This is an optimization exercise on Yosys and OpenROAD, whose aim is small area, a short achievable clock period and few clock cycles per item, not a production implementation. Function was checked by simulation only, so behaviour that the tests miss may differ from the original.

==> flow/design.v (excerpt) <==
module tryte_conv (
    input  wire       clk,
    input  wire       rst,
    input  wire       cmd_valid,
    input  wire [3:0] cmd_op,
    output wire       cmd_ready,
    input  wire       in_valid,
    input  wire [7:0] in_data,
    output wire       in_ready,
    output wire       out_valid,
    output reg  [7:0] out_data,
    input  wire       out_ready,
    output wire       done,
    output wire [1:0] err,
    output wire [7:0] err_index
);
    localparam integer KD = 1;      
    localparam integer KH = 2;      
    localparam integer NPH = 8 / KD;    
    localparam integer NHC = 384 / KH;
    localparam [3:0] OP_T2B  = 4'd1;
    localparam [3:0] OP_TR2B = 4'd2;
    localparam [3:0] OP_B2T  = 4'd3;
    localparam [3:0] OP_B2TR = 4'd4;
    localparam [3:0] OP_ZLT  = 4'd5;
    localparam [1:0] ERR_NONE    = 2'd0;
    localparam [1:0] ERR_ILLEGAL = 2'd2;
    localparam [1:0] ERR_INVALID = 2'd3;
    localparam [383:0] HALF3 = 384'h5e69ebefa87fabdfaa06a805a9f6808b48bbae3679a4c70250979d570c24486e3ade00d91484504f9f007669a5ce8964;
    localparam [404:0] KINIT = 405'h11064b486ad68b4b8c31a016cb2a669035156273182dc7a6af33419838032c5346734faa4618bda6a45b0b821cfb58949b1d1;
    localparam [3:0] S_IDLE  = 4'd0;
    localparam [3:0] S_LOADT = 4'd1;    
    localparam [3:0] S_LOADB = 4'd2;    
    localparam [3:0] S_HALVE = 4'd3;
    localparam [3:0] S_OUTB  = 4'd4;    
    localparam [3:0] S_OUTT  = 4'd5;    
    localparam [3:0] S_DONE  = 4'd6;
    localparam [3:0] S_LOADZ = 4'd7;    
  ...
Size in the first run: ~9,800 cells after synthesis, about 39 I/O pins, ~82,000 um^2 of cells after synthesis.
Settings: LEC_CHECK=0, ABC_CLOCK_PERIOD_IN_PS=8000, CAP_MARGIN=20, CORE_MARGIN=2, CORE_UTILIZATION=45, SETUP_SLACK_MARGIN=3, SLEW_MARGIN=20; clock period 40.0 ns.
standard.sh (not shown) runs the stock make flow with config.mk's settings and CLKGATE_MAP_FILE= SYNTH_SCRIPT=/design/flow/synth_recipe.tcl, a recipe that flattens the netlist after the stock synthesis.
==> flow/flow/run.sh <==
#!/bin/bash
# Layout flow: the standard flow (standard.sh) with two changes:
#  - synthesis leaves the arithmetic to abc instead of extracting full/half
#    adder cells (ADDER_MAP_FILE empty); registers, flattening and renaming
#    are unchanged;
#  - the timing repair steps aim for 31 ns of setup slack (a 9 ns period)
#    instead of 3 ns, so that the resizer also works on the paths that set
#    the achieved period. The clock, its period and the I/O constraints are
#    the design's (constraint.sdc is used as given).
sed 's/SETUP_SLACK_MARGIN=[^ ]*/SETUP_SLACK_MARGIN=31/' standard.sh > standard_repair.sh
ADDER_MAP_FILE= bash standard_repair.sh synth > synth.log 2>&1 || exit 1
bash standard_repair.sh > layout.log 2>&1 || exit 1
Testbench counts at the start, summed over its fixed seeds: cycles 131,648, items 320.
Edit:
--- a/flow/design.v
+++ b/flow/design.v
@@ -9,17 +9,17 @@
     output wire       in_ready,
     output wire       out_valid,
     output reg  [7:0] out_data,
     input  wire       out_ready,
     output wire       done,
     output wire [1:0] err,
     output wire [7:0] err_index
 );
-    localparam integer KD = 1;      
+    localparam integer KD = 2;      
     localparam integer KH = 2;      
     localparam integer NPH = 8 / KD;    
     localparam integer NHC = 384 / KH;
     localparam [3:0] OP_T2B  = 4'd1;
     localparam [3:0] OP_TR2B = 4'd2;
     localparam [3:0] OP_B2T  = 4'd3;
     localparam [3:0] OP_B2TR = 4'd4;
     localparam [3:0] OP_ZLT  = 4'd5;
@@ -256,45 +256,52 @@
         begin
             for (j = 0; j < 81; j = j + 1)
                 x[80 - j] = e[2*j +: 2];         
             for (l = 0; l < 7; l = l + 1)
                 for (j = 0; j < 81; j = j + 1)
                     if (j[l]) begin
                         m    = ((j >> l) << l) - 1;
                         y    = x[m];
-                        x[j] = x[j] + y;
+                        x[j] = {x[j][1] ^ y[1] ^ (x[j][0] & y[0]), x[j][0] ^ y[0]};
                     end
             for (j = 0; j < 81; j = j + 1)
                 suffix_sum4[2*j +: 2] = x[80 - j];
         end
     endfunction
+    function [4:0] qdig;           
+        input [1:0] r;
+        input [4:0] d;
+        reg   [6:0] t;
+        begin
+            t    = {1'b0, r, 4'd0} + {2'd0, r, 3'd0} + {4'd0, r, 1'b0} + {5'd0, r} + {5'd0, d[1:0]};
+            qdig = t[6:2] + {2'd0, d[4:2]};
+        end
+    endfunction
     function [406:0] div4_step;
         input [404:0] x;
         reg [161:0] e, sfx;
         reg [4:0]   d;
         reg [1:0]   s, r;
-        reg [6:0]   t;
         integer i;
         begin
             for (i = 0; i < 81; i = i + 1) begin
                 d = x[5*i +: 5];
                 e[2*i +: 2] = i[0] ? {d[1] ^ d[0], d[0]} : d[1:0];
             end
             sfx = suffix_sum4(e);
             for (i = 0; i < 81; i = i + 1) begin
                 d = x[5*i +: 5];
                 if (i == 80)
                     r = 2'd0;
                 else begin
                     s = sfx[2*(i+1) +: 2];
                     r = i[0] ? s : {s[1] ^ s[0], s[0]};    
                 end
-                t = 7'd27 * {5'd0, r} + {2'd0, d};
-                div4_step[5*i +: 5] = t[6:2];
+                div4_step[5*i +: 5] = qdig(r, d);
             end
             s = sfx[1:0];
             div4_step[406:405] = s;           
         end
     endfunction
     reg [3:0]   state;
     reg [3:0]   op;
     reg [7:0]   cnt;           
@@ -306,17 +313,17 @@
     reg [1:0]   err_r;
     reg [404:0] D;
     reg [383:0] W;
     reg         iv;            
     reg [7:0]   idat;          
     reg [7:0]   acc;           
     reg         in_open;       
     reg         isb;           
-    reg [2:0]   ph;            
+    reg [1:0]   ph;            
     reg [5:0]   nb;            
     reg [7:0]   hc;            
     reg         brw;           
     reg         zfix;          
     reg         zadd;          
     reg         zsg;           
     reg [1:0]   cmp_h;         
     reg         hprev;         
@@ -396,17 +403,17 @@
             qv <= 1'b0;
         end
     end
     wire       acc_idle  = (state == S_IDLE);
     wire       open_n    = acc_idle ? (cmd_valid && (cmd_op >= OP_T2B && cmd_op <= OP_ZLT))
                                     : (in_open && !(in_fire && acc == in_count - 8'd1));
     wire       isb_n     = acc_idle ? (cmd_op == OP_B2T || cmd_op == OP_B2TR) : isb;
     wire       iv_n      = acc_idle ? 1'b0 : (in_fire || (iv && !consume));
-    wire [2:0] ph_n      = acc_idle ? 3'd0 : (state == S_LOADB && iv) ? ph + 3'd1 : ph;
+    wire [1:0] ph_n      = acc_idle ? 2'd0 : (state == S_LOADB && iv) ? ph + 2'd1 : ph;
     always @(posedge clk) begin
         inrdy_r <= open_n && (!iv_n || !isb_n || ph_n == NPH - 1);
         if (rst)
             inrdy_r <= 1'b0;
     end
     always @(posedge clk) begin
         if (in_fire) begin
             idat <= (isb && acc == 8'd0) ? {~in_data[7], in_data[6:0]} : in_data;
@@ -441,17 +448,17 @@
                     bad     <= 1'b0;
                     bad_idx <= 8'd0;
                     err_r   <= ERR_NONE;
                     nb      <= 6'd0;
                     zfix    <= 1'b0;
                     otop    <= 1'b0;
                     otr     <= (cmd_op == OP_B2TR);
                     oterm   <= 1'b0;
-                    ph      <= 3'd0;
+                    ph      <= 2'd0;
                     hc      <= 8'd0;
                     brw     <= 1'b1;
                     hprev   <= 1'b1;
                     cmp_h   <= 2'd0;
                     D       <= KINIT;
                     if (cmd_valid) begin
                         idle_r  <= 1'b0;
                         if (cmd_op == OP_T2B || cmd_op == OP_TR2B)
@@ -492,17 +499,17 @@
                                 state <= S_HALVE;
                             end
                         end
                     end
                 end
                 S_LOADB: begin
                     if (iv) begin
                         D  <= d_dbl;
-                        ph <= ph + 3'd1;
+                        ph <= ph + 2'd1;
                         if (ph_last) begin
                             nb <= nb + 6'd1;
                             if (nb == 6'd47) begin
                                 oterm <= 1'b1;
                                 state <= S_OUTT;
                             end
                         end
                     end
Clock-buffer cell count came out higher by 1.
First-iteration DRC count climbs by 35%.
Area after synthesis goes up by 11%.
Critical path depth does not change.
Die area climbs by 11%.
Final area climbs by 12%.
Final cell count rose by 17%.
Wire length grows by 21%.
Setup slack got worse by 0.045 ns.
Worst hold slack is worse by 0.032 ns.
Via count climbs by 19%.
Maximum frequency fell by 0.48%.
Testbench counts after the change, summed over its fixed seeds: cycles 107,072, items 320.

## static timing again, ports no longer ideal
The results above use ideal ports. As a check the final layouts listed here were re-extracted and re-timed, cells and wires unchanged. Step 1, drivers: a clkbuf_16 drives clk and a buf_2 each remaining input, both assumed. Step 2 also shifts input and output timing later by t, the mid clock arrival at the registers, as if the neighbouring blocks saw the same clock. Slacks: ideal / step 1 / step 2; pairs: ideal / step 1.
run | t (ns) | setup slack, ns | worst setup path at the end | worst register clock-pin slew, ns | worst data-port slew with drivers (ns)
the first run | 0.857 | 30.662 / 30.581 / 30.230 | input to register | 0.07 / 0.07 | 0.03
the second run | 0.871 | 30.617 / 30.539 / 30.314 | input to register | 0.07 / 0.07 | 0.04
After both steps setup and hold are still met in every run listed. For the first run, which loses most, drivers alone change the setup slack by -0.081 ns; drivers and shift together by -0.432 ns.
